This is an optimization exercise on Yosys and OpenROAD, whose aim is small area, a short achievable clock period and few clock cycles, not a production implementation.
RTL that was checked went through simulation tests only; none was proved equivalent to the original.
For runs 1 and 2, only the layout was checked, not whether the RTL still works.
No activity file was given, so power comes from the tool's default toggle rates.

### flow/config.mk
export PLATFORM = sky130hd
export DESIGN_NAME = rpt_fmt
export DESIGN_NICKNAME = rpt_fmt
export VERILOG_FILES = /design/flow/design.v
export SDC_FILE = /design/flow/constraint.sdc
export NUM_CORES = 4
export LEC_CHECK = 0
export CAP_MARGIN = 20
export CORE_MARGIN = 2
export CORE_UTILIZATION = 30
export PLACE_DENSITY = 0.5
export SLEW_MARGIN = 20
### flow/constraint.sdc
create_clock -name core_clock -period 40.0 [get_ports {clk}]
set_input_delay 8.0000 -clock core_clock [delete_from_list [all_inputs] [get_ports {clk}]]
set_output_delay 8.0000 -clock core_clock [all_outputs]
set_load 0.01 [all_outputs]
### flow/design.v
module rpt_fmt (
    input  wire        clk,
    input  wire        rst,         
    input  wire        req_valid,
    output wire        req_ready,
    input  wire        req_kind,    
    input  wire [7:0]  req_t,
    input  wire [7:0]  req_h,
    input  wire [15:0] req_f,
    output wire        tx_valid,
    input  wire        tx_ready,
    output wire [7:0]  tx_data
);
    localparam [5:0] Q_HEAD = 6'd0,     
                     Q_T1   = 6'd1,     
                     Q_T2   = 6'd2,     
                     Q_T0   = 6'd4,     
                     Q_H0   = 6'd5,     
                     Q_H1   = 6'd6,     
                     Q_H2   = 6'd7,     
                     Q_HD2  = 6'd8,     
                     Q_HD0  = 6'd10,    
                     Q_F1   = 6'd11,    
                     Q_F2   = 6'd12,    
                     Q_F3   = 6'd13,    
                     Q_F4   = 6'd14,    
                     Q_FD4  = 6'd15,    
                     Q_FD0  = 6'd19,    
                     Q_K0   = 6'd20,    
                     Q_K9   = 6'd29,
                     Q_KD2  = 6'd30,    
                     Q_KD0  = 6'd32,    
                     Q_CR   = 6'd33,
                     Q_LF   = 6'd34;
    reg        txv;
    reg [7:0]  txd;
    reg        rfree;       
    reg        kind;
    reg [19:0] r;           
    reg [4:0]  rstep;       
    reg [9:0]  s;           
    reg [5:0]  st;
    assign req_ready = rfree;
    assign tx_valid  = txv;
    assign tx_data   = txd;
    function [3:0] add3;
        input [3:0] x;
        add3 = {x[3] | (x[2] & (x[1] | x[0])),
                (x[3] & x[0]) | (x[2] & ~x[1] & ~x[0]),
                (x[1] & (~x[2] | x[0])) | (x[3] & ~x[0]),
                (~x[3] & ~x[2] & x[0]) | (x[2] & x[1] & ~x[0]) | (x[3] & ~x[0])};
    endfunction
    wire rdone = kind ? rstep[4] : rstep[3];
    wire ge2  = |rstep[4:1];
    wire ge4  = |rstep[4:2];
    wire ge6  = rstep[4] | rstep[3] | (rstep[2] & rstep[1]);
    wire ge8  = |rstep[4:3];
    wire ge12 = rstep[4] | (rstep[3] & rstep[2]);
    wire en0  = kind ? 1'b1 : ge2;
    wire en1  = kind ? ge4  : ge6;
    wire en2  = kind ? ge8  : ge2;
    wire en3  = kind ? ge12 : ge6;
    reg [19:0] ra, rn;
    always @(*) begin
        ra = r;
        if (en0) ra[3:0]   = add3(r[3:0]);
        if (en1) ra[7:4]   = add3(r[7:4]);
        if (en2) ra[11:8]  = add3(r[11:8]);
        if (en3) ra[15:12] = add3(r[15:12]);
        rn = {ra[18:0], ra[19]};
        if (!kind) begin
            rn[0]  = ra[17];
            rn[8]  = ra[19];
            rn[16] = ra[7];
            rn[18] = ra[15];
        end
    end
    wire [2:0] kidx = st[2:0] - Q_K0[2:0];    
    reg  [9:0] sa, sn;
    always @(*) begin
        sa = s;
        if (kidx >= 3'd2) sa[3:0] = add3(s[3:0]);
        if (kidx >= 3'd6) sa[7:4] = add3(s[7:4]);
        sn = {sa[8:0], sa[9]};
    end
    wire [5:0] q_t = (|r[19:18]) ? Q_T2  : (|r[15:12]) ? Q_T2 + 6'd1  : Q_T0;
    wire [5:0] q_h = (|r[17:16]) ? Q_HD2 : (|r[7:4])   ? Q_HD2 + 6'd1 : Q_HD0;
    wire [5:0] q_f = (|r[18:16]) ? Q_FD4 : (|r[15:12]) ? Q_FD4 + 6'd1 :
                     (|r[11:8])  ? Q_FD4 + 6'd2 : (|r[7:4]) ? Q_FD4 + 6'd3 : Q_FD0;
    wire [5:0] q_s = (|s[9:8])   ? Q_KD2 : (|s[7:4])   ? Q_KD2 + 6'd1 : Q_KD0;
    reg [7:0] nb;
    reg [3:0] dg;
    reg       dig;
    reg       have;
    reg [5:0] nst;
    always @(*) begin
        have = 1'b1;
        nst  = st + 6'd1;
        nb   = 8'h00;
        dg   = 4'd0;
        dig  = 1'b0;
        case (st)
        Q_HEAD: begin
            have = ~rfree;
            nb   = kind ? "F" : "T";
            nst  = kind ? Q_F1 : Q_T1;
        end
        Q_T1:  begin nb = ":"; have = rdone; nst = q_t; end
        6'd2:  begin dig = 1'b1; dg = {2'b00, r[19:18]}; end
        6'd3:  begin dig = 1'b1; dg = r[15:12]; end
        6'd4:  begin dig = 1'b1; dg = r[11:8]; end
        Q_H0:  nb = " ";
        Q_H1:  nb = "H";
        Q_H2:  begin nb = ":"; nst = q_h; end
        6'd8:  begin dig = 1'b1; dg = {2'b00, r[17:16]}; end
        6'd9:  begin dig = 1'b1; dg = r[7:4]; end
        6'd10: begin dig = 1'b1; dg = r[3:0]; nst = Q_K0; end
        Q_F1:  nb = "R";
        Q_F2:  nb = "E";
        Q_F3:  nb = "Q";
        Q_F4:  begin nb = ":"; have = rdone; nst = q_f; end
        6'd15: begin dig = 1'b1; dg = {1'b0, r[18:16]}; end
        6'd16: begin dig = 1'b1; dg = r[15:12]; end
        6'd17: begin dig = 1'b1; dg = r[11:8]; end
        6'd18: begin dig = 1'b1; dg = r[7:4]; end
        6'd19: begin dig = 1'b1; dg = r[3:0]; end
        6'd20: nb = " ";
        6'd21: nb = "C";
        6'd22: nb = "H";
        6'd23: nb = "E";
        6'd24: nb = "C";
        6'd25: nb = "K";
        6'd26: nb = "S";
        6'd27: nb = "U";
        6'd28: nb = "M";
        Q_K9:  begin nb = ":"; nst = q_s; end
        6'd30: begin dig = 1'b1; dg = {2'b00, s[9:8]}; end
        6'd31: begin dig = 1'b1; dg = s[7:4]; end
        6'd32: begin dig = 1'b1; dg = s[3:0]; end
        Q_CR:  nb = 8'h0D;
        Q_LF:  begin nb = 8'h0A; nst = Q_HEAD; end
        default: begin have = 1'b0; nst = Q_HEAD; end
        endcase
        if (dig) nb = {4'h3, dg};
    end
    wire slot = ~txv | tx_ready;
    wire ld   = slot & have;
    wire body = (st != Q_HEAD) && (st < Q_K0);
    wire last_val = (st == Q_HD0) || (st == Q_FD0);
    always @(posedge clk) begin
        if (rst) begin
            txv   <= 1'b0;
            rfree <= 1'b1;
            st    <= Q_HEAD;
        end else begin
            if (slot) txv <= have;
            if (ld) begin
                txd <= nb;
                st  <= nst;
            end
            if (rfree)
                rfree <= ~req_valid;
            else if (ld && last_val)
                rfree <= 1'b1;
        end
    end
    always @(posedge clk) begin
        if (rfree) begin
            kind  <= req_kind;
            r     <= req_kind ? {req_f, 4'b0000}
                              : {req_t[7:6], req_h[7:6], req_t[5:0], 2'b00,
                                 req_h[5:0], 2'b00};
            rstep <= 5'd0;
        end else if (!rdone) begin
            r     <= rn;
            rstep <= rstep + 5'd1;
        end
    end
    always @(posedge clk) begin
        if (ld) begin
            if (st == Q_HEAD)
                s <= {nb, 2'b00};
            else if (body)
                s[9:2] <= s[9:2] + nb;
            else if (st >= Q_K0 && st < Q_K0 + 6'd8)
                s <= sn;
        end
    end
endmodule
### flow/run.sh
#!/bin/bash
# synth_recipe.tcl (not shown) runs the flow's synth.tcl, then flattens the netlist and writes it again
# the make line also repeats each setting of config.mk as NAME=value (left out here)
make -C /OpenROAD-flow-scripts/flow DESIGN_CONFIG=/design/flow/config.mk WORK_HOME=/design/flow/orfs CLKGATE_MAP_FILE= SYNTH_SCRIPT=/design/flow/synth_recipe.tcl finish
==> impl_metrics.py, run 1 <==
metrics = {
    "power_and_ir_drop": {
        "ir_drop_v": 0.0000196,
        "leakage_nw": 1.76,
        "p_per_area_mw_per_mm2": 66.0,
    },
    "route": {
        "drc": 0,
        "antenna_left": 0,
        "wl_um": 12900,
        "drt_pass1_iterations": 6,
        "vias_per_cell": 5.72,
        "vias": 4054,
        "drt_iter0_markers": 353,
        "detail_route.wl_per_cell_um": 18.2,
    },
    "final_layout": {
        "nFillCells": 1424,
        "syn_to_final_growth_pct": 16.8,
        "antenna_cells": 0,
        "drive_gt1_share_pct": 6.81,
        "nets": 578,
        "fin_cells": 709,
        "final_common_cell": "a21oi_1",
        "multi_input_area_mm2": 0.00261,
        "final_cell_mix": "a21oi_1, nor2_1, clkdlybuf4s50_1",
        "seq_area_mm2": 0.00140,
    },
    "synthesis": {
        "synth_area_mm2": 0.00423,
        "async_flop_share_pct": 0,
        "ys_ff_latch": 51,
        "ys_warn_count": 1,
        "synth_fp_nets": 553,
        "synth_cells": 503,
        "ys_types": 75,
        "syn_avg_cell_area_um2": 8.41,
        "seq_area_frac_synth_pct": 33.1,
        "ys.flop_type": "edfxtp_1",
        "synth-edff-count": 38,
    },
    "timing": {
        "fin_hold_ws_ps": 525,
        "maxSlewHeadroom_pct": 35.2,
        "setup_viol": 0,
        "grt_setup_unrepaired": "no",
        "setup_tns_ps": 0,
        "skew_ps": 8.64,
        "finalHoldViolations": 0,
        "maxClockFrequency_ghz": 0.104,
        "finalMaxSlewViolations": 0,
        "worstMarginPinSlew_ps": 972,
        "finalCritPeriodShare_pct": 24.0,
        "fin_crit_ps": 9600,
    },
    "clock_network": {
        "cts_resized": 0,
        "clockBufferDepth": 2,
        "cts-buffers-inserted": 5,
        "clk_latency_ps": 310,
        "clkTransAtPathRegs_ps": 70,
        "cts_hold_buf": 0,
        "cts_sinks": 51,
        "postCtsSetupBuffers": 0,
        "cts_tree": "built",
        "htreeDepth": 2,
        "ctsRootBufferMaster": "clkbuf_16",
    },
    "run": {
        "drv_cap": 0,
    },
    "setup_path": {
        "endpoint_kind": "register",
        "cp-start-kind": "input port",
        "crit_fanout": 18,
        "path_class": "input port to register",
        "worst_ep_arrival_time_ps": 9640,
        "required_ps": 40040,
    },
    "worst_hold_path": {
        "hp-class": "register to register",
    },
    "placement": {
        "hpwlAfterDp_um": 9530,
        "port_buffers": 45,
        "dpl.cell_count": 701,
        "finalWeightedCongestion": 0.866,
    },
    "outcome": {
        "run_status": "finished clean",
    },
    "floorplanning": {
        "die_y_um": 123,
        "die_w_um": 123,
        "boundaryPins": 47,
        "core_mm2": 0.0138,
        "dieArea_mm2": 0.0151,
        "initial_core_util_pct": 30.6,
        "rows": 43,
    },
    "global_route": {
        "grt_pass1_wl_um": 20400,
        "grt_overflow_total": 0,
        "grt_max_degree": 52,
        "grt_pass1_vias": 3760,
        "grt_use_total_pct": 17.5,
        "antenna_found_initial": 0,
    },
}
worst paths after layout:
| path | startpoint | end | slack, ps | depth (start not counted) |
|---|---|---|---|---|
| max | req_kind | register | 30400 | 4 |
| min | txv | txv | 520 | 2 |
| max reg2reg | st[1] | s[9] | 35080 | 16 |
| min reg2reg | txv | txv | 520 | 2 |
area by class of cell:
class	instances	share of cell area, %
clock inverter	2	0.279
multi-input combinational	403	52.8
sequential	51	28.4
timing repair buffer	53	10.3
tap	180	4.56
inverter	14	1.06
clock buffer	6	2.61
cell families (layout without fill, tap and decap cells):
family	after synthesis	count (layout)	synth area share (%)
flip-flops	51	51	33.1
XOR/XNOR	9	9	2.04
adder cells (fa/ha/maj)	13	13	4.02
buffers and inverters	49	75	5.24
other	1	1	0.0886
AND/OR/NAND/NOR	188	188	23.0
multiplexers	21	21	5.15
AO/OA/AOI/OAI	171	171	27.4
layer usage:
metal  GRT usage, %  up-vias  share of wire, %
met5              0        -                 0
met4           7.40        0               2.5
met3           2.65       25               6.3
met2           27.0      165                46
met1           24.4     1905                45
li1               -     1959                 -
synthesized netlist by cell type (all sizes together), types with 7 or more instances:
master	count	area, µm²
or2	8	50.1
nand3	13	65.1
buf	18	105
mux2i	15	150
a221oi	7	61.3
o21ai	34	170
nand3b	8	60.1
a211oi	8	60.1
clkbuf	17	63.8
nor4	10	68.8
nand2	40	153
nor3	14	70.1
ha	12	150
dfxtp	13	260
nand2b	9	56.3
edfxtp	38	1140
a21oi	52	260
xnor2	7	68.8
a21o	10	75.1
nor2b	7	43.8
nor2	47	176
inv	14	52.6
worst max-delay path, stage by stage:
cell and delay, ps:
clkdlybuf4s50_1 1070, mux2_2 420, nand2_1 60, o21ai_0 80
power by group:
part	internal, W	switching, W	leakage [nW]	total [W]
clock network	0.0000233	0.0000212	0.0708	0.0000445
registers	0.0000806	0.0000200	0.496	0.000101
logic	0.0000762	0.000105	1.19	0.000181
per-stage QoR:
step	total power (W)	util, %	cell area, µm²	setup slack (ps)
detailed placement	0.000280	34.7	4800	30040
finish	0.000326	35.7	4940	30400
CTS	0.000326	35.7	4940	30370
floorplan	0.000228	-	4230	30730
global route	0.000352	35.7	4940	30270
global placement	0.000278	34.7	4800	30060
==> run 2, diff against run 1 <==
==> flow/flow/run.sh (new file) <==
#!/bin/bash
# The standard layout, with the smallest buffer on the ports instead of the
# delay cell buffer_ports picks by default.
set -uo pipefail
export BUFFER_PORTS_ARGS="-buffer_cell sky130_fd_sc_hd__buf_1"
bash standard.sh > standard.log 2>&1
==> flow/standard.sh (new file) <==
#!/bin/bash
# synth_recipe.tcl (not shown) runs the flow's synth.tcl, then flattens the netlist and writes it again
# the make line also repeats each setting of config.mk as NAME=value (left out here)
make -C /OpenROAD-flow-scripts/flow DESIGN_CONFIG=/design/flow/config.mk WORK_HOME=/design/flow/orfs CLKGATE_MAP_FILE= SYNTH_SCRIPT=/design/flow/synth_recipe.tcl "${@:-finish}"
removed: flow/run.sh
==> impl_metrics.py, run 2 <==
metrics = {
    "clock_network": {
        "postCtsSetupBuffers": 0,
        "ctsRootBufferMaster": "clkbuf_16",
        "cts_hold_buf": 0,
        "cts_resized": 0,
        "htreeDepth": 2,
        "cts_tree": "built",
        "clockBufferDepth": 2,
        "clkTransAtPathRegs_ps": 70,
        "cts-buffers-inserted": 5,
        "clk_latency_ps": 300,
        "cts_sinks": 51,
    },
    "worst_hold_path": {
        "hp-start": "txv",
        "hp-class": "register to register",
    },
    "global_route": {
        "grt_use_total_pct": 17.7,
        "grt_pass1_wl_um": 20700,
        "antenna_found_initial": 0,
        "grt_max_degree": 52,
        "grt_overflow_total": 0,
        "grt_pass1_vias": 3757,
    },
    "route": {
        "drc": 0,
        "antenna_left": 0,
        "wl_um": 12800,
        "drt_pass1_iterations": 7,
        "drt_iter0_markers": 343,
        "vias_per_cell": 5.73,
        "detail_route.wl_per_cell_um": 18.1,
        "vias": 4064,
    },
    "setup_path": {
        "cp-start-kind": "input port",
        "r2r_end": "s[9]",
        "required_ps": 39960,
        "rrSetupSlack_ps": 35020,
        "crit_end": "txd[5]",
        "crit_fanout": 12,
        "worst_ep_arrival_time_ps": 9080,
        "r2r_start": "st[1]",
        "startpoint": "tx_ready",
        "reg2reg_depth": 16,
        "endpoint_kind": "register",
        "path_class": "input port to register",
    },
    "synthesis": {
        "ys_warn_count": 1,
        "ys_types": 75,
        "synth_cells": 503,
        "seq_area_frac_synth_pct": 33.1,
        "yosysTopAreaCell": "edfxtp_1",
        "synth-edff-count": 38,
        "synth_fp_nets": 553,
        "yosysMostFrequentCell": "a21oi_1",
        "synth_area_mm2": 0.00423,
        "synth_top_cells_by_area": "edfxtp_1, a21oi_1, dfxtp_1, nor2_1, o21ai_0",
        "ys_ff_latch": 51,
        "syn_avg_cell_area_um2": 8.41,
        "synth_top_area_share_pct": 27.0,
        "synth_common_cells": "a21oi_1, nor2_1, nand2_1, edfxtp_1, o21ai_0",
        "async_flop_share_pct": 0,
        "ys.flop_type": "edfxtp_1",
    },
    "timing": {
        "fin_crit_ps": 9110,
        "maxClockFrequency_ghz": 0.110,
        "setup_viol": 0,
        "finalCritPeriodShare_pct": 22.8,
        "fin_hold_ws_ps": 503,
        "skew_ps": 5.62,
        "finalMaxSlewViolations": 0,
        "worstMarginPinSlew_ps": 1010,
        "grt_setup_unrepaired": "no",
        "setup_tns_ps": 0,
        "finalHoldViolations": 0,
        "maxSlewHeadroom_pct": 32.9,
    },
    "power_and_ir_drop": {
        "leakage_nw": 1.64,
        "ir_drop_v": 0.0000216,
        "p_per_area_mw_per_mm2": 69.1,
    },
    "placement": {
        "finalWeightedCongestion": 0.864,
        "hpwlAfterDp_um": 9350,
        "port_buffers": 45,
        "dpl.cell_count": 701,
    },
    "final_layout": {
        "antenna_cells": 0,
        "final_cell_mix": "a21oi_1, nor2_1, buf_1",
        "fin_cells": 709,
        "drive_gt1_share_pct": 6.99,
        "nets": 578,
        "syn_to_final_growth_pct": 10.6,
        "nFillCells": 1438,
        "final_common_cell": "a21oi_1",
    },
    "floorplanning": {
        "core_mm2": 0.0138,
        "rows": 43,
        "die_y_um": 123,
        "dieArea_mm2": 0.0151,
        "initial_core_util_pct": 30.6,
        "boundaryPins": 47,
        "die_w_um": 123,
    },
    "outcome": {
        "run_status": "finished clean",
    },
    "run": {
        "drv_cap": 0,
    },
}
[run 2: cell families after synthesis]
family / share of synthesized area (%)
AOI/OAI and AO/OA: 27.4
xor gates and xnor gates: 2.04
adders and majority gates: 4.02
buffers and inverters: 5.24
DFF: 33.1
muxes: 5.15
other: 0.0886
and+or+nand+nor: 23.0
[run 2: where the power goes]
part / switching, W / internal, W / total, W
clock: 0.0000208 / 0.0000271 / 0.0000479
sequential: 0.0000188 / 0.0000806 / 0.0000993
combinational: 0.000106 / 0.0000697 / 0.000176
total: 0.000146 / 0.000177 / 0.000323
[run 2: worst min-delay path by stage]
stage / to / slack (ps) / cells after the start
after floorplan: rstep[0] / 510 / 2
after global placement: txv / 490 / 2
after detailed placement: txv / 510 / 2
after CTS: txv / 520 / 2
after global routing: txv / 570 / 2
final: txv / 500 / 2
[run 2: area by class of cell]
class	instances	area (µm²)	share of cell area (%)
clock inverter	1	7.51	0.160
sequential	51	1400	30.0
timing repair buffer	53	229	4.89
tap	180	225	4.81
multi-input combinational	403	2610	55.7
inverter	14	52.6	1.12
clock buffer	7	154	3.29
[run 2: routing by layer]
layer	vias to the layer above	GRT usage (%)	share of wire (%)
li1	1959	-	-
met1	1930	25.1	46
met4	0	5.24	2.1
met5	-	0	0
met3	17	3.62	6.5
met2	158	27.1	46
[run 2: worst max-delay path, stage by stage]
cell,delay [ps]
buf_1,70
nand2b_1,120
o31ai_1,70
buf_4,190
or2_2,320
inv_1,310
[run 2: through the flow]
step	total power [W]	setup WS (ps)	instance area (µm²)	util, %
after global placement	0.000271	30570	4520	32.7
after global routing	0.000350	30780	4680	33.8
after floorplan	0.000228	30730	4230	-
after CTS	0.000323	30860	4680	33.8
final	0.000323	30890	4680	33.8
after detailed placement	0.000273	30540	4520	32.7
==> run 3, diff against run 2 <==
--- a/flow/design.v
+++ b/flow/design.v
@@ -35,12 +35,13 @@
     reg        txv;
     reg [7:0]  txd;
     reg        rfree;       
+    reg        rrdy;        
     reg        kind;
     reg [19:0] r;           
     reg [4:0]  rstep;       
     reg [9:0]  s;           
     reg [5:0]  st;
-    assign req_ready = rfree;
+    assign req_ready = rrdy;
     assign tx_valid  = txv;
     assign tx_data   = txd;
     function [3:0] add3;
@@ -145,12 +146,14 @@
     end
     wire slot = ~txv | tx_ready;
     wire ld   = slot & have;
+    wire acc  = req_valid & rrdy;
     wire body = (st != Q_HEAD) && (st < Q_K0);
     wire last_val = (st == Q_HD0) || (st == Q_FD0);
     always @(posedge clk) begin
         if (rst) begin
             txv   <= 1'b0;
             rfree <= 1'b1;
+            rrdy  <= 1'b0;
             st    <= Q_HEAD;
         end else begin
             if (slot) txv <= have;
@@ -158,18 +161,22 @@
                 txd <= nb;
                 st  <= nst;
             end
-            if (rfree)
-                rfree <= ~req_valid;
+            if (acc)
+                rfree <= 1'b0;
             else if (ld && last_val)
                 rfree <= 1'b1;
+            rrdy <= req_valid && !acc && (rfree || (ld && last_val));
         end
     end
     always @(posedge clk) begin
+        if (rfree || (ld && last_val))
+            kind <= req_kind;
+    end
+    always @(posedge clk) begin
         if (rfree) begin
-            kind  <= req_kind;
-            r     <= req_kind ? {req_f, 4'b0000}
-                              : {req_t[7:6], req_h[7:6], req_t[5:0], 2'b00,
-                                 req_h[5:0], 2'b00};
+            r     <= kind ? {req_f, 4'b0000}
+                          : {req_t[7:6], req_h[7:6], req_t[5:0], 2'b00,
+                             req_h[5:0], 2'b00};
             rstep <= 5'd0;
         end else if (!rdone) begin
             r     <= rn;
==> impl_metrics.py, run 3 <==
metrics = {
    "outcome": {
        "run_status": "finished clean",
    },
    "global_route": {
        "antenna_found_initial": 0,
        "grt_use_total_pct": 18.0,
        "grt_max_degree": 34,
        "use_met1_pct": 24.3,
        "busiest_layer": "met2",
        "grt_pass1_vias": 3748,
        "grt_util_met2_pct": 29.2,
        "grt_overflow_total": 0,
        "grtUsageMet3_pct": 3.21,
        "grt_pass1_wl_um": 20800,
    },
    "power_and_ir_drop": {
        "ir_drop_v": 0.0000251,
        "leakage_nw": 1.73,
        "p_per_area_mw_per_mm2": 80.3,
        "finalPower_w": 0.000374,
    },
    "setup_path": {
        "startpoint": "tx_ready",
        "reg2reg_depth": 16,
        "r2r_end": "s[8]",
        "r2r_start": "st[1]",
        "path_class": "input port to register",
        "required_ps": 40010,
        "cp-start-kind": "input port",
        "rrSetupSlack_ps": 35080,
        "crit_end": "s[9]",
        "worst_ep_arrival_time_ps": 9370,
        "crit_fanout": 12,
        "endpoint_kind": "register",
    },
    "clock_network": {
        "clkTransAtPathRegs_ps": 80,
        "cts_hold_buf": 0,
        "ctsRootBufferMaster": "clkbuf_16",
        "cts_tree": "built",
        "clk_latency_ps": 320,
        "htreeDepth": 2,
        "cts-buffers-inserted": 5,
        "postCtsSetupBuffers": 0,
        "clockBufferDepth": 2,
        "cts_resized": 0,
        "cts_sinks": 52,
    },
    "route": {
        "wl_um": 13100,
        "antenna_left": 0,
        "vias_per_cell": 5.74,
        "vias": 4100,
        "drc": 0,
        "drt_pass1_iterations": 5,
        "drt_iter0_markers": 434,
        "detail_route.wl_per_cell_um": 18.4,
    },
    "final_layout": {
        "final_common_cell": "nand2_1",
        "nFillCells": 1516,
        "fin_cells": 714,
        "antenna_cells": 0,
        "syn_to_final_growth_pct": 10.7,
        "final_cell_mix": "nand2_1, a21oi_1, nor2_1",
        "nets": 583,
        "drive_gt1_share_pct": 5.24,
    },
    "floorplanning": {
        "initial_core_util_pct": 30.5,
        "die_w_um": 122,
        "core_mm2": 0.0138,
        "boundaryPins": 47,
        "dieArea_mm2": 0.0150,
        "rows": 43,
        "die_y_um": 122,
    },
    "synthesis": {
        "synth_fp_nets": 556,
        "synth_area_mm2": 0.00420,
        "syn_avg_cell_area_um2": 8.31,
        "synth_top_cells_by_area": "edfxtp_1, dfxtp_1, a21oi_1, nand2_1, nor2_1",
        "yosysTopAreaCell": "edfxtp_1",
        "ys_ff_latch": 52,
        "synth_common_cells": "nand2_1, a21oi_1, nor2_1, edfxtp_1, o21ai_0",
        "ys_types": 74,
        "yosysMostFrequentCell": "nand2_1",
        "ys_warn_count": 1,
        "synth_top_area_share_pct": 27.1,
        "synth-edff-count": 38,
        "async_flop_share_pct": 0,
        "ys.flop_type": "edfxtp_1",
        "synth_cells": 506,
        "seq_area_frac_synth_pct": 33.8,
    },
    "timing": {
        "maxSlewHeadroom_pct": 36.5,
        "finalCritPeriodShare_pct": 23.4,
        "finalMaxSlewViolations": 0,
        "setup_viol": 0,
        "skew_ps": 14.7,
        "worstMarginPinSlew_ps": 952,
        "fin_crit_ps": 9370,
        "setup_tns_ps": 0,
        "grt_setup_unrepaired": "no",
        "finalHoldViolations": 0,
        "maxClockFrequency_ghz": 0.107,
    },
    "placement": {
        "port_buffers": 45,
        "finalWeightedCongestion": 0.942,
        "hpwlAfterDp_um": 9520,
        "dpl.cell_count": 706,
    },
    "run": {
        "drv_cap": 0,
    },
    "worst_hold_path": {
        "hp-class": "register to register",
    },
}
## run 3: cell types whose count changed after synthesis, sizes merged, moves of 4 or more
cell,previous run,this run
o211ai,2,6
o31ai,5,1
nor4,10,6
buf,18,13
a31oi,3,11
mux2,6,0
nand2,40,54
nor2b,7,12
## run 3: cell families after synthesis
kind of cell | share of synthesized area (%)
adder cells (fa/ha/maj) | 4.29
flip-flops | 33.8
other | 0.0892
XOR/XNOR | 1.67
AND/OR/NAND/NOR | 23.5
multiplexers | 5.12
AO/OA/AOI/OAI | 27.0
buffers and inverters | 4.52
## run 3: final cells by class
type	instances	area, µm²	share of cell area, %
Timing Repair Buffer	50	206	4.43
Multi-Input combinational cell	409	2590	55.7
Clock buffer	5	125	2.69
Sequential cell	52	1420	30.5
Tap cell	180	225	4.84
Clock inverter	3	28.8	0.618
Inverter	15	56.3	1.21
## run 3: worst min-delay path by stage
stage / startpoint / cells past startpoint / slack (ps) / end
finish: rrdy / 1 / 460 / rrdy
global route: rrdy / 1 / 480 / rrdy
CTS: rrdy / 1 / 470 / rrdy
detailed placement: rrdy / 1 / 450 / rrdy
global placement: rrdy / 1 / 450 / rrdy
floorplan: rrdy / 1 / 490 / rrdy
## run 3: worst max-delay path, stage by stage
cell and delay [ps]:
buf_1 60, nand2b_1 130, a21boi_1 660, nand2_1 270
inv_1 260
## run 3: per-stage QoR
stage	hold slack (ps)	worst slack (ps)	util (%)	cell area [µm²]
finish	460	30630	33.8	4660
detailed placement	450	30270	32.7	4500
global placement	446	30280	32.7	4500
CTS	466	30610	33.8	4660
floorplan	495	30970	-	4200
global route	481	30400	33.8	4660
## run 3: per-layer routing
metal / vias up / part of all wire [%]
met4: 0 / 2.3
met2: 151 / 47
met1: 1953 / 45
met3: 25 / 5.9
met5: - / 0
li1: 1971 / -
## run 3: report_power, final
group | switching [W] | internal [W]
combinational | 0.000133 | 0.0000854
clock | 0.0000234 | 0.0000242
sequential | 0.0000235 | 0.0000842
total | 0.000180 | 0.000194
Testbench counts of run 3, summed over its fixed seeds: cycles 36,790.
==> run 4, diff against run 3 <==
--- a/flow/config.mk
+++ b/flow/config.mk
@@ -8,5 +8,6 @@
 export CAP_MARGIN = 20
 export CORE_MARGIN = 2
 export CORE_UTILIZATION = 30
+export CTS_BUF_LIST = sky130_fd_sc_hd__clkbuf_8
 export PLACE_DENSITY = 0.5
 export SLEW_MARGIN = 20
==> impl_metrics.py, run 4 <==
metrics = {
    "outcome": {
        "run_status": "finished clean",
    },
    "clock_network": {
        "cts_tree": "built",
        "ctsRootBufferMaster": "clkbuf_8",
        "postCtsSetupBuffers": 0,
        "cts_resized": 0,
        "clkTransAtPathRegs_ps": 110,
        "cts-buffers-inserted": 5,
        "cts_sinks": 52,
        "clk_latency_ps": 350,
        "clockBufferDepth": 2,
        "htreeDepth": 2,
        "cts_hold_buf": 0,
    },
    "floorplanning": {
        "dieArea_mm2": 0.0150,
        "die_y_um": 122,
        "initial_core_util_pct": 30.5,
        "rows": 43,
        "die_w_um": 122,
        "boundaryPins": 47,
        "core_mm2": 0.0138,
    },
    "setup_path": {
        "cpMostUsedCell": "nand2b_1",
        "worst_ep_arrival_time_ps": 9330,
        "path_cells": "buf_1, nand2b_1, a21boi_1, nand2b_1, inv_1",
        "path_class": "input port to register",
        "required_ps": 40010,
        "path_delay_family": "compound AO/OA/AOI/OAI gates",
        "crit_buf_inv": 2,
        "cp-start-kind": "input port",
        "slowest_delay_ps": 650,
        "crit_fanout": 12,
        "slowest_stage": "a21boi_1",
        "endpoint_kind": "register",
    },
    "global_route": {
        "grt_pass1_wl_um": 20800,
        "antenna_found_initial": 0,
        "busiest_layer": "met2",
        "grt_max_degree": 34,
        "grt_pass1_vias": 3749,
        "grt_overflow_total": 0,
        "grtUsageMet3_pct": 3.11,
        "use_met1_pct": 24.4,
        "grt_use_total_pct": 18.0,
        "grt_util_met2_pct": 28.9,
    },
    "route": {
        "antenna_left": 0,
        "drt_iter0_markers": 350,
        "detail_route.wl_per_cell_um": 18.3,
        "drc": 0,
        "vias_per_cell": 5.72,
        "vias": 4086,
        "wl_um": 13100,
        "drt_pass1_iterations": 5,
    },
    "power_and_ir_drop": {
        "comb_power_share_pct": 60.4,
        "ir_drop_v": 0.0000248,
        "p_sw_share_pct": 49.4,
        "p_sw_w": 0.000178,
        "p_per_area_mw_per_mm2": 78.5,
        "leakage_nw": 1.70,
        "p_int_w": 0.000183,
        "pwr-share-clk_pct": 9.8,
        "power_frac_seq_pct": 29.8,
    },
    "synthesis": {
        "ys_ff_latch": 52,
        "syn_avg_cell_area_um2": 8.31,
        "synth_top_area_share_pct": 27.1,
        "synth_area_mm2": 0.00420,
        "ys.flop_type": "edfxtp_1",
        "async_flop_share_pct": 0,
        "synth_fp_nets": 556,
        "yosysMostFrequentCell": "nand2_1",
        "synth_top_cells_by_area": "edfxtp_1, dfxtp_1, a21oi_1, nand2_1, nor2_1",
        "synth-edff-count": 38,
        "yosysTopAreaCell": "edfxtp_1",
        "synth_common_cells": "nand2_1, a21oi_1, nor2_1, edfxtp_1, o21ai_0",
        "ys_warn_count": 1,
        "synth_cells": 506,
        "seq_area_frac_synth_pct": 33.8,
        "ys_types": 74,
    },
    "final_layout": {
        "antenna_cells": 0,
        "final_cell_mix": "nand2_1, a21oi_1, nor2_1",
        "syn_to_final_growth_pct": 9.40,
        "nets": 583,
        "drive_gt1_share_pct": 5.24,
        "fin_util_pct": 33.4,
        "seq_area_mm2": 0.00142,
        "multi_input_area_mm2": 0.00259,
        "fin_area_mm2": 0.00460,
        "nFillCells": 1522,
        "final_common_cell": "nand2_1",
    },
    "timing": {
        "maxClockFrequency_ghz": 0.107,
        "finalCritPeriodShare_pct": 23.3,
        "grt_setup_unrepaired": "no",
        "finalMaxSlewViolations": 0,
        "fin_crit_ps": 9330,
        "maxSlewHeadroom_pct": 35.4,
        "setup_tns_ps": 0,
        "skew_ps": 22.8,
        "fin_hold_ws_ps": 464,
        "worstMarginPinSlew_ps": 960,
        "finalHoldViolations": 0,
        "setup_viol": 0,
    },
    "placement": {
        "post_dp_cell_area_mm2": 0.00450,
        "finalWeightedCongestion": 0.942,
        "port_buffers": 45,
        "hpwlAfterDp_um": 9520,
    },
    "worst_hold_path": {
        "hp-class": "register to register",
    },
    "run": {
        "drv_cap": 0,
    },
}
## run 4: final timing paths
| kind | start | end | slack [ps] | depth (start not counted) |
|---|---|---|---|---|
| worst min register to register | rrdy | rrdy | 460 | 1 |
| worst max register to register | st[0] | s[8] | 35100 | 16 |
| worst min-delay path | rrdy | rrdy | 460 | 1 |
| worst max-delay path | tx_ready | txd[6] | 30670 | 5 |
## run 4: cell type report
cell class | instances | share of cell area (%)
clock buffers | 5 | 1.50
well taps | 180 | 4.90
inverters | 15 | 1.22
clock inverters | 3 | 0.626
repair buffers | 50 | 4.49
flip-flops and latches | 52 | 30.9
multi-input cells | 409 | 56.4
## run 4: through the flow
| stage | std cells | setup slack, ps | total power [W] |
|---|---|---|---|
| floorplan | 506 | 30970 | 0.000267 |
| global placement | 706 | 30280 | 0.000323 |
| detailed placement | 706 | 30270 | 0.000324 |
| CTS | 714 | 30660 | 0.000361 |
| global route | 714 | 30440 | 0.000392 |
| finish | 714 | 30670 | 0.000361 |
## run 4: logic make-up after synthesis
family                   Yosys count  synth area share, %
adder cells (fa/ha/maj)           14                 4.29
flip-flops                        52                 33.8
buffers and inverters             45                 4.52
multiplexers                      19                 5.12
XOR/XNOR                           8                 1.67
other                              1               0.0892
AND/OR/NAND/NOR                  193                 23.5
AO/OA/AOI/OAI                    174                 27.0
## run 4: layer usage
layer  wire (µm)  vias to the layer above  part of all wire, %
met5           0                        -                    0
met4         339                        0                  2.6
met3         760                       31                  5.8
met2        6080                      155                   46
met1        5910                     1931                   45
li1            -                     1969                    -
## run 4: power by group through the flow
stage                     combinational (W)   clock, W  sequential, W
final                              0.000218  0.0000355       0.000108
after global routing               0.000243  0.0000387       0.000110
after CTS                          0.000217  0.0000369       0.000107
after detailed placement           0.000215          0       0.000108
after global placement             0.000215          0       0.000108
after floorplan                    0.000169          0      0.0000979
==> run 5, diff against run 4 <==
--- a/flow/config.mk
+++ b/flow/config.mk
@@ -7,7 +7,8 @@
 export LEC_CHECK = 0
 export CAP_MARGIN = 20
 export CORE_MARGIN = 2
-export CORE_UTILIZATION = 30
+export CORE_UTILIZATION = 50
 export CTS_BUF_LIST = sky130_fd_sc_hd__clkbuf_8
-export PLACE_DENSITY = 0.5
+export CTS_CLUSTER_SIZE = 10
+export PLACE_DENSITY = 0.65
 export SLEW_MARGIN = 20
==> impl_metrics.py, run 5 <==
metrics = {
    "final_layout": {
        "syn_to_final_growth_pct": 6.73,
        "fin_area_mm2": 0.00449,
        "nets": 582,
        "antenna_cells": 0,
        "nFillCells": 778,
        "final_cell_mix": "nand2_1, a21oi_1, nor2_1",
        "final_common_cell": "nand2_1",
        "drive_gt1_share_pct": 4.88,
    },
    "synthesis": {
        "synth_top_family_by_area": "compound AO/OA/AOI/OAI gates",
        "synth_top_cells_by_area": "edfxtp_1, dfxtp_1, a21oi_1, nand2_1, nor2_1",
        "seq_area_frac_synth_pct": 33.8,
        "ys_types": 74,
        "synth-edff-count": 38,
        "yosysTopAreaCell": "edfxtp_1",
        "synthMuxAreaShare_pct": 5.12,
        "ys.flop_type": "edfxtp_1",
        "ys_warn_count": 1,
        "synth_area_mm2": 0.00420,
        "async_flop_share_pct": 0,
        "ys_ff_latch": 52,
        "synth_cells": 506,
        "yosysMostFrequentCell": "nand2_1",
        "synth_common_cells": "nand2_1, a21oi_1, nor2_1, edfxtp_1, o21ai_0",
        "synthSimpleGateAreaFrac_pct": 23.5,
        "synth_fa_ha_area_share_pct": 4.29,
        "synthXorXnorAreaFrac_pct": 1.67,
        "synth_fp_nets": 556,
        "synth_compound_area_share_pct": 27.0,
        "synth_top_area_share_pct": 27.1,
        "syn_avg_cell_area_um2": 8.31,
    },
    "timing": {
        "finalMaxSlewViolations": 0,
        "worstMarginPinSlew_ps": 1120,
        "finalCritPeriodShare_pct": 23.5,
        "skew_ps": 6.26,
        "grt_setup_unrepaired": "no",
        "maxClockFrequency_ghz": 0.106,
        "finalHoldViolations": 0,
        "setup_viol": 0,
        "setup_tns_ps": 0,
        "fin_crit_ps": 9400,
        "maxSlewHeadroom_pct": 24.5,
    },
    "worst_hold_path": {
        "hp-start": "rrdy",
        "hp-class": "register to register",
    },
    "setup_path": {
        "startpoint": "tx_ready",
        "worst_ep_arrival_time_ps": 9400,
        "r2r_start": "st[0]",
        "endpoint_kind": "register",
        "cp-start-kind": "input port",
        "required_ps": 40000,
        "crit_fanout": 12,
        "path_class": "input port to register",
    },
    "placement": {
        "post_dp_cell_area_mm2": 0.00440,
        "port_buffers": 45,
        "finalWeightedCongestion": 0.944,
        "hpwlAfterDp_um": 8940,
    },
    "clock_network": {
        "htreeDepth": 2,
        "cts_resized": 0,
        "clockBufferDepth": 2,
        "clk_latency_ps": 310,
        "cts_hold_buf": 0,
        "cts_sinks": 52,
        "cts_tree": "built",
        "clkTransAtPathRegs_ps": 100,
        "postCtsSetupBuffers": 0,
        "cts-buffers-inserted": 5,
        "ctsRootBufferMaster": "clkbuf_8",
    },
    "floorplanning": {
        "initial_core_util_pct": 51.4,
        "core_mm2": 0.00818,
        "rows": 33,
        "boundaryPins": 47,
        "die_w_um": 95.7,
        "dieArea_mm2": 0.00916,
        "die_y_um": 95.7,
    },
    "global_route": {
        "antenna_found_initial": 0,
        "grt_max_degree": 34,
        "grt_pass1_wl_um": 19600,
        "grt_overflow_total": 0,
        "grt_pass1_vias": 3801,
        "grt_use_total_pct": 27.5,
    },
    "power_and_ir_drop": {
        "leakage_nw": 1.69,
        "finalPower_w": 0.000355,
        "ir_drop_v": 0.0000256,
        "p_per_area_mw_per_mm2": 79.2,
    },
    "route": {
        "wl_um": 12200,
        "detail_route.wl_per_cell_um": 19.1,
        "antenna_left": 0,
        "drt_iter0_markers": 451,
        "vias_per_cell": 6.55,
        "vias": 4181,
        "drt_pass1_iterations": 6,
        "drc": 0,
    },
    "outcome": {
        "run_status": "finished clean",
    },
    "run": {
        "drv_cap": 0,
    },
}
run 5: logic make-up (layout without fill, tap and decap cells):
logic type | Yosys count | after routing
adders and majority gates | 14 | 14
buffers and inverters | 45 | 72
xor gates and xnor gates | 8 | 8
AOI/OAI and AO/OA | 174 | 174
and+or+nand+nor | 193 | 193
DFF | 52 | 52
muxes | 19 | 19
other | 1 | 1
run 5: where the power goes:
part / switching [W] / leakage [nW] / internal, W
clock network: 0.0000192 / 0.0460 / 0.0000123
logic: 0.000131 / 1.14 / 0.0000852
registers: 0.0000230 / 0.504 / 0.0000842
run 5: final timing paths:
kind              slack (ps)     end  cells after the start
setup / recovery       30600  txd[2]                      5
hold / removal           470    rrdy                      1
setup reg to reg       35100    s[8]                     16
hold reg to reg          470    rrdy                      1
run 5: critical path, stage by stage:
cell      delay [ps]
buf_1             70
nand2b_1         140
a21boi_1         640
nand2b_1         250
inv_1            290
run 5: per-stage QoR:
| step | instances | hold slack (ps) | worst slack (ps) | utilization [%] |
|---|---|---|---|---|
| after detailed placement | 630 | 468 | 30300 | 53.8 |
| after global placement | 630 | 442 | 30370 | 53.8 |
| final | 638 | 472 | 30600 | 54.9 |
| after global routing | 638 | 513 | 30500 | 54.9 |
| after CTS | 638 | 480 | 30630 | 54.9 |
| after floorplan | 506 | 495 | 30970 | - |
run 5: final cells by class:
type	count	area, µm²	share of cell area (%)
inverter	15	56.3	1.25
sequential	52	1420	31.7
clock buffer	5	68.8	1.53
multi-input combinational	409	2590	57.8
tap	105	131	2.93
timing repair buffer	49	199	4.43
clock inverter	3	17.5	0.390
run 5: metal layers:
metal / track usage [%] / vias up / routed length (µm)
met3: 3.99 / 30 / 1080
met1: 37.6 / 1947 / 5040
met5: 0 / - / 0
met2: 45.2 / 235 / 5800
met4: 7.98 / 0 / 251
li1: - / 1969 / -
==> run 6, diff against run 5 <==
==> flow/flow/run.sh (replaced) <==
#!/bin/bash
# The standard layout, with the smallest buffer on the ports instead of the
# delay cell buffer_ports picks by default, and timing repair asked to aim
# for a slack margin so that it works on the port paths too.
set -uo pipefail
export BUFFER_PORTS_ARGS="-buffer_cell sky130_fd_sc_hd__buf_1"
export SETUP_SLACK_MARGIN=31.5
bash standard.sh > standard.log 2>&1
==> flow/config.mk (replaced) <==
export PLATFORM = sky130hd
export DESIGN_NAME = rpt_fmt
export DESIGN_NICKNAME = rpt_fmt
export VERILOG_FILES = /design/flow/design.v
export SDC_FILE = /design/flow/constraint.sdc
export NUM_CORES = 4
export LEC_CHECK = 0
export CAP_MARGIN = 20
export CORE_MARGIN = 2
export CORE_UTILIZATION = 30
export PLACE_DENSITY = 0.5
export SLEW_MARGIN = 20
==> impl_metrics.py, run 6 <==
metrics = {
    "outcome": {
        "run_status": "finished clean",
    },
    "floorplanning": {
        "initial_core_util_pct": 30.5,
        "core_mm2": 0.0138,
        "die_y_um": 122,
        "rows": 43,
        "dieArea_mm2": 0.0150,
        "die_w_um": 122,
        "boundaryPins": 47,
    },
    "synthesis": {
        "synth-edff-count": 38,
        "synth_cells": 506,
        "ys_warn_count": 1,
        "synth_top_cells_by_area": "edfxtp_1, dfxtp_1, a21oi_1, nand2_1, nor2_1",
        "async_flop_share_pct": 0,
        "synth_common_cells": "nand2_1, a21oi_1, nor2_1, edfxtp_1, o21ai_0",
        "ys_ff_latch": 52,
        "yosysMostFrequentCell": "nand2_1",
        "syn_avg_cell_area_um2": 8.31,
        "ys.flop_type": "edfxtp_1",
        "synth_top_area_share_pct": 27.1,
        "synth_area_mm2": 0.00420,
        "yosysTopAreaCell": "edfxtp_1",
        "ys_types": 74,
        "synth_fp_nets": 556,
        "seq_area_frac_synth_pct": 33.8,
    },
    "setup_path": {
        "r2r_start": "st[1]",
        "reg2reg_depth": 16,
        "worst_ep_arrival_time_ps": 810,
        "path_cells": "clkbuf_2",
        "path_class": "register to output port",
        "path_delay_family": "flip-flops",
        "crit_buf_inv": 1,
        "crit_fanout": 1,
        "endpoint_kind": "output port",
        "slowest_delay_ps": 370,
        "r2r_end": "s[8]",
        "cp-start-kind": "register",
        "required_ps": 32000,
        "rrSetupSlack_ps": 34930,
        "slowest_stage": "edfxtp_1",
    },
    "worst_hold_path": {
        "holdPathEnd": "rrdy",
        "hp-class": "register to register",
        "holdPathStages": 1,
        "hp-start": "rrdy",
    },
    "clock_network": {
        "cts-buffers-inserted": 5,
        "ctsRootBufferMaster": "clkbuf_16",
        "clk_latency_ps": 320,
        "clkTransAtPathRegs_ps": 70,
        "cts_tree": "built",
        "cts_sinks": 52,
        "htreeDepth": 2,
        "clockBufferDepth": 2,
    },
    "global_route": {
        "busiest_layer": "met2",
        "antenna_found_initial": 0,
        "grt_overflow_total": 0,
        "use_met1_pct": 23.8,
        "grt_use_total_pct": 18.3,
        "grt_pass1_wl_um": 21300,
        "grt_max_degree": 34,
        "grtUsageMet3_pct": 3.95,
        "grt_pass1_vias": 4076,
        "grt_util_met2_pct": 28.6,
    },
    "route": {
        "drc": 0,
        "detail_route.wl_per_cell_um": 18.4,
        "vias": 4207,
        "vias_per_cell": 5.79,
        "antenna_left": 0,
        "wl_um": 13300,
        "drt_pass1_iterations": 5,
        "drt_iter0_markers": 404,
    },
    "timing": {
        "maxSlewHeadroom_pct": 25.6,
        "fin_hold_ws_ps": 444,
        "grt_setup_unrepaired": "yes",
        "setup_viol": 0,
        "maxClockFrequency_ghz": 0.113,
        "timing.final.ws_setup_ps": 31190,
        "skew_ps": 14.4,
        "finalHoldViolations": 0,
        "setup_tns_ps": 0,
        "worstMarginPinSlew_ps": 1110,
        "fin_crit_ps": 8810,
        "finalMaxSlewViolations": 0,
        "finalCritPeriodShare_pct": 22.0,
    },
    "run": {
        "drv_cap": 0,
    },
    "final_layout": {
        "fin_util_pct": 36.0,
        "antenna_cells": 0,
        "nets": 595,
        "drive_gt1_share_pct": 13.2,
        "final_common_cell": "nand2_1",
        "final_cell_mix": "nand2_1, a21oi_1, nor2_1",
        "syn_to_final_growth_pct": 18.1,
    },
    "placement": {
        "port_buffers": 45,
        "dpl_worst_slack_ps": 30780,
        "hpwlAfterDp_um": 9480,
        "finalWeightedCongestion": 0.891,
    },
    "power_and_ir_drop": {
        "ir_drop_v": 0.0000226,
        "leakage_nw": 1.86,
        "p_per_area_mw_per_mm2": 84.7,
    },
}
-- run 6: routing by layer --
layer / routed length (µm) / vias up / part of all wire, %
li1: - / 1996 / -
met1: 5770 / 1970 / 43
met2: 6050 / 199 / 45
met3: 919 / 42 / 6.9
met4: 580 / 0 / 4.4
met5: 0 / - / 0
-- run 6: kinds of logic (layout without fill, tap and decap cells) --
logic type | after synthesis | in the layout | share of synthesized area (%)
AOI/OAI and AO/OA | 174 | 174 | 27.0
xor gates and xnor gates | 8 | 8 | 1.67
adders and majority gates | 14 | 14 | 4.29
buffers and inverters | 45 | 85 | 4.52
DFF | 52 | 52 | 33.8
muxes | 19 | 19 | 5.12
other | 1 | 1 | 0.0892
and+or+nand+nor | 193 | 193 | 23.5
-- run 6: timing repair --
action | in CTS | in global routing
setup buffers | 5 | 6
pin swaps | 5 | 4
setup endpoints to repair | 33 | 35
gates resized for setup | 17 | 28
hold buffers | 0 | 0
-- run 6: worst max path at each step --
stage	from	to	slack, ps	cells after the start
2_1_floorplan	tx_ready	register	31070	5
3_3_place_gp	tx_ready	txd[0]	30800	5
3_5_place_dp	tx_ready	txd[0]	30780	5
4_1_cts	txd[0]	tx_data[0]	31160	1
5_1_grt	txd[0]	tx_data[0]	31160	1
6_report	txd[0]	tx_data[0]	31190	1
-- run 6: report_power, final --
group	internal [W]	switching, W
registers	0.0000843	0.0000234
clock network	0.0000237	0.0000223
logic	0.000113	0.000154
-- run 6: through the flow --
step / instance area [µm²] / cells / total power (W)
2_1_floorplan: 4250 / 506 / 0.000274
3_3_place_gp: 4550 / 707 / 0.000327
3_5_place_dp: 4550 / 707 / 0.000328
4_1_cts: 4800 / 720 / 0.000391
5_1_grt: 4960 / 726 / 0.000451
6_report: 4960 / 726 / 0.000420
-- run 6: final cells by class --
type	count	area (µm²)
clock buffer	5	125
clock inverter	3	25.0
fill	1451	8810
inverter	15	66.3
multi-input combinational	409	2750
sequential	52	1420
tap	180	225
timing repair buffer	62	348
==> run 7, diff against run 6 <==
--- a/flow/flow/run.sh
+++ b/flow/flow/run.sh
@@ -4,5 +4,5 @@
 # for a slack margin so that it works on the port paths too.
 set -uo pipefail
 export BUFFER_PORTS_ARGS="-buffer_cell sky130_fd_sc_hd__buf_1"
-export SETUP_SLACK_MARGIN=31.5
+export SETUP_SLACK_MARGIN=31.1
 bash standard.sh > standard.log 2>&1
==> impl_metrics.py, run 7 <==
metrics = {
    "clock_network": {
        "cts_tree": "built",
        "clkTransAtPathRegs_ps": 80,
        "clockBufferDepth": 2,
        "ctsRootBufferMaster": "clkbuf_16",
        "cts_sinks": 52,
        "clk_latency_ps": 310,
        "cts_hold_buf": 0,
        "htreeDepth": 2,
        "cts-buffers-inserted": 5,
    },
    "route": {
        "top_layer": "met4",
        "vias": 4111,
        "wl_met3_um": 876,
        "drt_iter0_markers": 290,
        "antenna_left": 0,
        "drc": 0,
        "wl_met2_um": 6240,
        "drt-met1-wl_um": 5720,
        "drt_pass1_iterations": 6,
        "detail_route.wl_per_cell_um": 18.4,
        "vias_per_cell": 5.74,
        "wl_um": 13100,
    },
    "setup_path": {
        "path_class": "register to output port",
        "endpoint_kind": "output port",
        "slowest_stage": "dfxtp_1",
        "path_delay_family": "flip-flops",
        "rrSetupSlack_ps": 35060,
        "r2r_end": "s[8]",
        "reg2reg_depth": 16,
        "worst_ep_arrival_time_ps": 840,
        "cp-start-kind": "register",
        "path_cells": "buf_1",
        "required_ps": 32000,
        "crit_buf_inv": 1,
        "slowest_delay_ps": 370,
        "crit_fanout": 2,
        "r2r_start": "st[1]",
    },
    "global_route": {
        "grt_pass1_vias": 3881,
        "grt_pass1_wl_um": 21000,
        "grt_use_total_pct": 18.0,
        "grt_overflow_total": 0,
        "grt_max_degree": 34,
        "antenna_found_initial": 0,
    },
    "power_and_ir_drop": {
        "p_sw_w": 0.000185,
        "pwr-share-clk_pct": 12.4,
        "power_frac_seq_pct": 28.0,
        "ir_drop_v": 0.0000255,
        "p_per_area_mw_per_mm2": 81.6,
        "comb_power_share_pct": 59.6,
        "leakage_nw": 1.74,
        "p_int_w": 0.000199,
        "p_sw_share_pct": 48.2,
    },
    "timing": {
        "finalCritPeriodShare_pct": 22.1,
        "timing.final.ws_setup_ps": 31160,
        "fin_crit_ps": 8840,
        "setup_tns_ps": 0,
        "setup_viol": 0,
        "finalHoldViolations": 0,
        "finalMaxSlewViolations": 0,
        "worstMarginPinSlew_ps": 914,
        "maxSlewHeadroom_pct": 38.7,
        "grt_setup_unrepaired": "no",
        "skew_ps": 14.1,
        "maxClockFrequency_ghz": 0.113,
    },
    "synthesis": {
        "ys_warn_count": 1,
        "ys_types": 74,
        "yosysTopAreaCell": "edfxtp_1",
        "ys_ff_latch": 52,
        "async_flop_share_pct": 0,
        "synth_cells": 506,
        "synth-edff-count": 38,
        "synth_top_cells_by_area": "edfxtp_1, dfxtp_1, a21oi_1, nand2_1, nor2_1",
        "ys.flop_type": "edfxtp_1",
        "yosysMostFrequentCell": "nand2_1",
        "synth_common_cells": "nand2_1, a21oi_1, nor2_1, edfxtp_1, o21ai_0",
        "synth_area_mm2": 0.00420,
        "syn_avg_cell_area_um2": 8.31,
        "seq_area_frac_synth_pct": 33.8,
        "synth_fp_nets": 556,
        "synth_top_area_share_pct": 27.1,
    },
    "final_layout": {
        "syn_to_final_growth_pct": 11.9,
        "fin_util_pct": 34.2,
        "fin_area_mm2": 0.00471,
        "fin_cells": 716,
        "seq_area_mm2": 0.00142,
        "multi_input_area_mm2": 0.00262,
        "drive_gt1_share_pct": 6.90,
        "final_common_cell": "nand2_1",
        "nFillCells": 1494,
        "antenna_cells": 0,
        "nets": 585,
        "final_cell_mix": "nand2_1, a21oi_1, nor2_1",
    },
    "floorplanning": {
        "initial_core_util_pct": 30.5,
        "core_mm2": 0.0138,
        "rows": 43,
        "die_w_um": 122,
        "die_y_um": 122,
        "boundaryPins": 47,
        "dieArea_mm2": 0.0150,
    },
    "placement": {
        "finalWeightedCongestion": 0.909,
        "post_dp_cell_area_mm2": 0.00453,
        "dpl.cell_count": 706,
        "dpl_worst_slack_ps": 30640,
        "hpwlAfterDp_um": 9600,
        "port_buffers": 45,
    },
    "worst_hold_path": {
        "holdPathEnd": "rrdy",
        "hp-class": "register to register",
        "hp-start": "rrdy",
        "holdPathStages": 1,
    },
    "run": {
        "drv_cap": 0,
    },
    "outcome": {
        "run_status": "finished clean",
    },
}
## run 7: how the worst max path moves through the flow
stage          startpoint       end  slack (ps)  cells after the start
6_report              txv  tx_valid       31160                      1
5_1_grt               txv  tx_valid       31110                      1
4_1_cts               txv  tx_valid       31140                      1
3_5_place_dp     tx_ready    txd[0]       30640                      5
3_3_place_gp     tx_ready    txd[0]       30680                      5
2_1_floorplan    tx_ready  register       31070                      5
## run 7: what timing repair did
item | CTS | global route
setup endpoints to repair | 7 | 7
gates cloned | 0 | 0
setup buffers | 2 | 0
gates resized for setup | 1 | 1
## run 7: per-stage QoR
stage	hold WS, ps	total power (W)
after CTS	467	0.000382
final	463	0.000384
after global routing	494	0.000416
after detailed placement	448	0.000329
after global placement	444	0.000326
after floorplan	495	0.000272
## run 7: kinds of logic (layout without fill, tap and decap cells)
family                   count (synthesis)  count (layout)  synth area share [%]
multiplexers                            19              19                  5.12
buffers and inverters                   45              75                  4.52
flip-flops                              52              52                  33.8
AND/OR/NAND/NOR                        193             193                  23.5
AO/OA/AOI/OAI                          174             174                  27.0
adder cells (fa/ha/maj)                 14              14                  4.29
other                                    1               1                0.0892
XOR/XNOR                                 8               8                  1.67
## run 7: layout make-up
class | instances | area share [%]
Inverter | 15 | 1.28
Sequential cell | 52 | 30.2
Clock inverter | 3 | 0.612
Clock buffer | 5 | 2.66
Tap cell | 180 | 4.79
Multi-Input combinational cell | 409 | 55.7
Timing Repair Buffer | 52 | 4.73
## run 7: power by group through the flow
stage          logic, W  registers, W  clock network [W]
6_report       0.000229      0.000108          0.0000476
5_1_grt        0.000255      0.000110          0.0000510
4_1_cts        0.000226      0.000107          0.0000489
3_5_place_dp   0.000220      0.000108                  0
3_3_place_gp   0.000218      0.000108                  0
2_1_floorplan  0.000173     0.0000981                  0
## run 7: per-layer routing
metal / GRT usage, % / up-vias
li1: - / 1978
met1: 24.0 / 1948
met2: 29.3 / 162
met3: 3.53 / 23
met4: 5.82 / 0
met5: 0 / -
==> run 8, diff against run 7 <==
--- a/flow/config.mk
+++ b/flow/config.mk
@@ -7,6 +7,9 @@
 export LEC_CHECK = 0
 export CAP_MARGIN = 20
 export CORE_MARGIN = 2
-export CORE_UTILIZATION = 30
-export PLACE_DENSITY = 0.5
+export CORE_UTILIZATION = 50
+export CTS_BUF_LIST = sky130_fd_sc_hd__clkbuf_16
+export CTS_CLUSTER_DIAMETER = 500
+export CTS_CLUSTER_SIZE = 60
+export PLACE_DENSITY = 0.65
 export SLEW_MARGIN = 20
==> impl_metrics.py, run 8 <==
metrics = {
    "synthesis": {
        "synth_top_cells_by_area": "edfxtp_1, dfxtp_1, a21oi_1, nand2_1, nor2_1",
        "yosysMostFrequentCell": "nand2_1",
        "yosysTopAreaCell": "edfxtp_1",
        "synth_area_mm2": 0.00420,
        "ys_warn_count": 1,
        "synth_common_cells": "nand2_1, a21oi_1, nor2_1, edfxtp_1, o21ai_0",
        "synth-edff-count": 38,
        "ys_ff_latch": 52,
        "async_flop_share_pct": 0,
        "seq_area_frac_synth_pct": 33.8,
        "synth_fp_nets": 556,
        "synth_cells": 506,
        "synth_top_area_share_pct": 27.1,
        "syn_avg_cell_area_um2": 8.31,
        "ys_types": 74,
        "ys.flop_type": "edfxtp_1",
    },
    "floorplanning": {
        "boundaryPins": 47,
        "initial_core_util_pct": 51.4,
        "rows": 33,
        "core_mm2": 0.00818,
        "dieArea_mm2": 0.00916,
        "die_w_um": 95.7,
        "die_y_um": 95.7,
    },
    "setup_path": {
        "required_ps": 32000,
        "crit_buf_inv": 1,
        "path_cells": "buf_1",
        "endpoint_kind": "output port",
        "crit_fanout": 2,
        "path_class": "register to output port",
        "worst_ep_arrival_time_ps": 830,
        "slowest_delay_ps": 370,
        "slowest_stage": "dfxtp_1",
        "cp-start-kind": "register",
        "path_delay_family": "flip-flops",
    },
    "route": {
        "wl_um": 12100,
        "antenna_left": 0,
        "vias": 4130,
        "drt_iter0_markers": 474,
        "detail_route.wl_per_cell_um": 19.0,
        "vias_per_cell": 6.47,
        "drc": 0,
        "drt_pass1_iterations": 5,
    },
    "timing": {
        "finalCritPeriodShare_pct": 22.1,
        "finalMaxSlewViolations": 0,
        "maxClockFrequency_ghz": 0.113,
        "skew_ps": 8.74,
        "maxSlewHeadroom_pct": 34.2,
        "worstMarginPinSlew_ps": 985,
        "fin_hold_ws_ps": 462,
        "grt_setup_unrepaired": "no",
        "finalHoldViolations": 0,
        "fin_crit_ps": 8830,
        "setup_tns_ps": 0,
        "setup_viol": 0,
    },
    "power_and_ir_drop": {
        "ir_drop_v": 0.0000304,
        "p_sw_share_pct": 47.4,
        "pwr-share-clk_pct": 11.9,
        "leakage_nw": 1.72,
        "power_frac_seq_pct": 28.5,
        "comb_power_share_pct": 59.5,
        "p_per_area_mw_per_mm2": 82.3,
        "p_sw_w": 0.000179,
        "p_int_w": 0.000198,
        "finalPower_w": 0.000377,
    },
    "final_layout": {
        "nFillCells": 766,
        "final_cell_mix": "nand2_1, a21oi_1, nor2_1",
        "fin_util_pct": 56.0,
        "drive_gt1_share_pct": 6.19,
        "antenna_cells": 0,
        "final_common_cell": "nand2_1",
        "nets": 582,
        "fin_area_mm2": 0.00458,
        "syn_to_final_growth_pct": 8.96,
    },
    "placement": {
        "finalWeightedCongestion": 0.914,
        "hpwlAfterDp_um": 8790,
        "post_dp_cell_area_mm2": 0.00442,
        "port_buffers": 45,
    },
    "clock_network": {
        "cts_sinks": 52,
        "clkTransAtPathRegs_ps": 70,
        "cts_tree": "built",
        "clk_latency_ps": 290,
        "htreeDepth": 2,
        "cts_hold_buf": 0,
        "cts-buffers-inserted": 5,
        "ctsRootBufferMaster": "clkbuf_16",
        "clockBufferDepth": 2,
    },
    "global_route": {
        "antenna_found_initial": 0,
        "grt_max_degree": 34,
        "grt_pass1_vias": 3776,
        "grt_overflow_total": 0,
        "grt_use_total_pct": 27.1,
        "grt_pass1_wl_um": 19200,
    },
    "outcome": {
        "run_status": "finished clean",
    },
    "run": {
        "drv_cap": 0,
    },
    "worst_hold_path": {
        "hp-class": "register to register",
    },
}
## run 8: area by class of cell
type	count	area, µm²	area share [%]
inverters	15	56.3	1.23
multi-input cells	409	2620	57.3
clock inverters	3	25.0	0.546
repair buffers	49	199	4.34
well taps	105	131	2.87
clock buffers	5	125	2.73
flip-flops and latches	52	1420	31.0
## run 8: stage by stage
stage	setup WS, ps	cells
2_1_floorplan	31070	506
3_3_place_gp	30690	628
3_5_place_dp	30680	628
4_1_cts	31110	636
5_1_grt	31140	638
6_report	31170	638
## run 8: worst paths after layout
path / startpoint / cells past startpoint / slack, ps / end
setup / recovery: txv / 1 / 31170 / tx_valid
hold / removal: rrdy / 1 / 460 / rrdy
setup reg to reg: st[1] / 16 / 35040 / s[8]
hold reg to reg: rrdy / 1 / 460 / rrdy
## run 8: kinds of logic after synthesis
group                      after synthesis  synth area share, %
DFF                                     52                 33.8
AOI/OAI and AO/OA                      174                 27.0
muxes                                   19                 5.12
adders and majority gates               14                 4.29
xor gates and xnor gates                 8                 1.67
and+or+nand+nor                        193                 23.5
other                                    1               0.0892
buffers and inverters                   45                 4.52
## run 8: layer usage
| layer | GRT usage, % | up-vias | share of wire, % |
|---|---|---|---|
| li1 | - | 1968 | - |
| met1 | 36.5 | 1936 | 42 |
| met2 | 44.8 | 200 | 48 |
| met3 | 3.99 | 26 | 7.0 |
| met4 | 8.69 | 0 | 2.7 |
| met5 | 0 | - | 0 |
## run 8: what timing repair did
action	CTS	global route
buffers inserted	0	2
endpoints found under the hold margin	0	0
setup endpoints to repair	7	8
resized for setup	1	0
## run 8: power groups by stage
stage               Combinational, W   Clock, W  Sequential [W]
floorplan                   0.000173          0       0.0000981
global placement            0.000210          0        0.000107
detailed placement          0.000215          0        0.000108
CTS                         0.000217  0.0000452        0.000107
global route                0.000249  0.0000473        0.000109
finish                      0.000224  0.0000450        0.000108
==> run 9, diff against run 8 <==
--- a/flow/flow/run.sh
+++ b/flow/flow/run.sh
@@ -5,4 +5,5 @@
 set -uo pipefail
 export BUFFER_PORTS_ARGS="-buffer_cell sky130_fd_sc_hd__buf_1"
 export SETUP_SLACK_MARGIN=31.1
+export CTS_ARGS="-buf_list sky130_fd_sc_hd__clkbuf_16 -root_buf sky130_fd_sc_hd__clkbuf_16 -repair_clock_nets"
 bash standard.sh > standard.log 2>&1
--- a/flow/config.mk
+++ b/flow/config.mk
@@ -8,8 +8,7 @@
 export CAP_MARGIN = 20
 export CORE_MARGIN = 2
 export CORE_UTILIZATION = 50
-export CTS_BUF_LIST = sky130_fd_sc_hd__clkbuf_16
-export CTS_CLUSTER_DIAMETER = 500
-export CTS_CLUSTER_SIZE = 60
+export CTS_BUF_LIST = sky130_fd_sc_hd__clkbuf_8
+export CTS_CLUSTER_SIZE = 10
 export PLACE_DENSITY = 0.65
 export SLEW_MARGIN = 20
==> impl_metrics.py, run 9 <==
metrics = {
    "setup_path": {
        "path_delay_family": "flip-flops",
        "worst_ep_arrival_time_ps": 830,
        "cp-start-kind": "register",
        "crit_fanout": 2,
        "endpoint_kind": "output port",
        "slowest_stage": "dfxtp_1",
        "path_cells": "buf_1",
        "crit_buf_inv": 1,
        "required_ps": 32000,
        "slowest_delay_ps": 370,
        "path_class": "register to output port",
    },
    "route": {
        "vias_per_cell": 6.47,
        "wl_um": 12100,
        "vias": 4130,
        "drt_iter0_markers": 474,
        "detail_route.wl_per_cell_um": 19.0,
        "drt_pass1_iterations": 5,
        "drc": 0,
        "antenna_left": 0,
    },
    "clock_network": {
        "clkTransAtPathRegs_ps": 70,
        "htreeDepth": 2,
        "cts-buffers-inserted": 5,
        "cts_sinks": 52,
        "clockBufferDepth": 2,
        "cts_tree": "built",
        "ctsRootBufferMaster": "clkbuf_16",
        "clk_latency_ps": 290,
        "cts_hold_buf": 0,
    },
    "timing": {
        "setup_tns_ps": 0,
        "grt_setup_unrepaired": "no",
        "maxSlewHeadroom_pct": 34.2,
        "finalMaxSlewViolations": 0,
        "setup_viol": 0,
        "skew_ps": 8.74,
        "finalHoldViolations": 0,
        "maxClockFrequency_ghz": 0.113,
        "finalCritPeriodShare_pct": 22.1,
        "fin_crit_ps": 8830,
        "worstMarginPinSlew_ps": 985,
    },
    "synthesis": {
        "ys_types": 74,
        "yosysMostFrequentCell": "nand2_1",
        "synthSimpleGateAreaFrac_pct": 23.5,
        "synth_fp_nets": 556,
        "synth_area_mm2": 0.00420,
        "ys_warn_count": 1,
        "synth_top_cells_by_area": "edfxtp_1, dfxtp_1, a21oi_1, nand2_1, nor2_1",
        "synth_top_area_share_pct": 27.1,
        "yosysTopAreaCell": "edfxtp_1",
        "synthMuxAreaShare_pct": 5.12,
        "synth-edff-count": 38,
        "syn_avg_cell_area_um2": 8.31,
        "synth_top_family_by_area": "compound AO/OA/AOI/OAI gates",
        "ys_ff_latch": 52,
        "async_flop_share_pct": 0,
        "synth_fa_ha_area_share_pct": 4.29,
        "synth_compound_area_share_pct": 27.0,
        "synth_common_cells": "nand2_1, a21oi_1, nor2_1, edfxtp_1, o21ai_0",
        "synth_cells": 506,
        "ys.flop_type": "edfxtp_1",
        "synthXorXnorAreaFrac_pct": 1.67,
        "seq_area_frac_synth_pct": 33.8,
    },
    "placement": {
        "finalWeightedCongestion": 0.914,
        "port_buffers": 45,
        "hpwlAfterDp_um": 8790,
    },
    "floorplanning": {
        "rows": 33,
        "die_y_um": 95.7,
        "core_mm2": 0.00818,
        "dieArea_mm2": 0.00916,
        "die_w_um": 95.7,
        "boundaryPins": 47,
        "initial_core_util_pct": 51.4,
    },
    "final_layout": {
        "syn_to_final_growth_pct": 8.96,
        "fin_util_pct": 56.0,
        "final_cell_mix": "nand2_1, a21oi_1, nor2_1",
        "drive_gt1_share_pct": 6.19,
        "antenna_cells": 0,
        "final_common_cell": "nand2_1",
        "nFillCells": 766,
        "nets": 582,
    },
    "worst_hold_path": {
        "hp-class": "register to register",
    },
    "power_and_ir_drop": {
        "ir_drop_v": 0.0000304,
        "p_per_area_mw_per_mm2": 82.3,
        "leakage_nw": 1.72,
    },
    "global_route": {
        "grt_max_degree": 34,
        "busiest_layer": "met2",
        "grt_use_total_pct": 27.1,
        "grt_pass1_wl_um": 19200,
        "grtUsageMet3_pct": 3.99,
        "use_met1_pct": 36.5,
        "grt_pass1_vias": 3776,
        "grt_util_met2_pct": 44.8,
        "grt_overflow_total": 0,
        "antenna_found_initial": 0,
    },
    "outcome": {
        "run_status": "finished clean",
    },
    "run": {
        "drv_cap": 0,
    },
}
## run 9: final timing paths
| kind | start | to | slack [ps] | cells after the start |
|---|---|---|---|---|
| setup / recovery | txv | tx_valid | 31170 | 1 |
| hold / removal | rrdy | rrdy | 460 | 1 |
| hold reg to reg | rrdy | rrdy | 460 | 1 |
| setup reg to reg | st[1] | s[8] | 35040 | 16 |
## run 9: worst reg2reg max path, cell delays in order, from the launching register on
cell,delay (ps)
dfxtp_1,480
ha_1,580
nor2b_1,510
a211oi_1,120
nor3_1,460
a211o_1,260
a31oi_1,100
a2111o_1,420
ha_1,230
fa_1,420
a21oi_1,180
nor2_1,60
nor2_1,190
o21bai_1,120
a2111o_1,400
o21ai_0,70
o21ai_0,120
## run 9: through the flow
step	total power, W	hold WS [ps]	cell area [µm²]	instances	setup WS [ps]
after detailed placement	0.000322	458	4420	628	30680
after CTS	0.000369	465	4570	636	31110
after global routing	0.000405	492	4580	638	31140
final	0.000377	462	4580	638	31170
after floorplan	0.000272	495	4240	506	31070
after global placement	0.000318	442	4420	628	30690
## run 9: cell families after synthesis
| logic type | after synthesis |
|---|---|
| compound gates | 174 |
| xor+xnor | 8 |
| fa+ha+maj | 14 |
| buf+inv | 45 |
| flops | 52 |
| mux | 19 |
| other cells | 1 |
| simple gates | 193 |
## run 9: layer usage
metal	part of all wire, %	wire [µm]
met1	42	5100
met2	48	5860
met3	7.0	852
met4	2.7	332
met5	0	0
## run 9: what timing repair did
action,in CTS,in global routing
endpoints found under the setup margin,7,8
buffers inserted,0,2
gates resized for setup,1,0
pin swaps,0,0
## run 9: layout make-up
type,instances,area (µm²),share of cell area (%)
multi-input combinational,409,2620,57.3
clock buffer,5,125,2.73
tap,105,131,2.87
inverter,15,56.3,1.23
timing repair buffer,49,199,4.34
sequential,52,1420,31.0
clock inverter,3,25.0,0.546
## run 9: where the power goes
group / switching (W) / total [W] / internal (W)
registers: 0.0000235 / 0.000108 / 0.0000842
clock network: 0.0000213 / 0.0000450 / 0.0000237
logic: 0.000134 / 0.000224 / 0.0000903
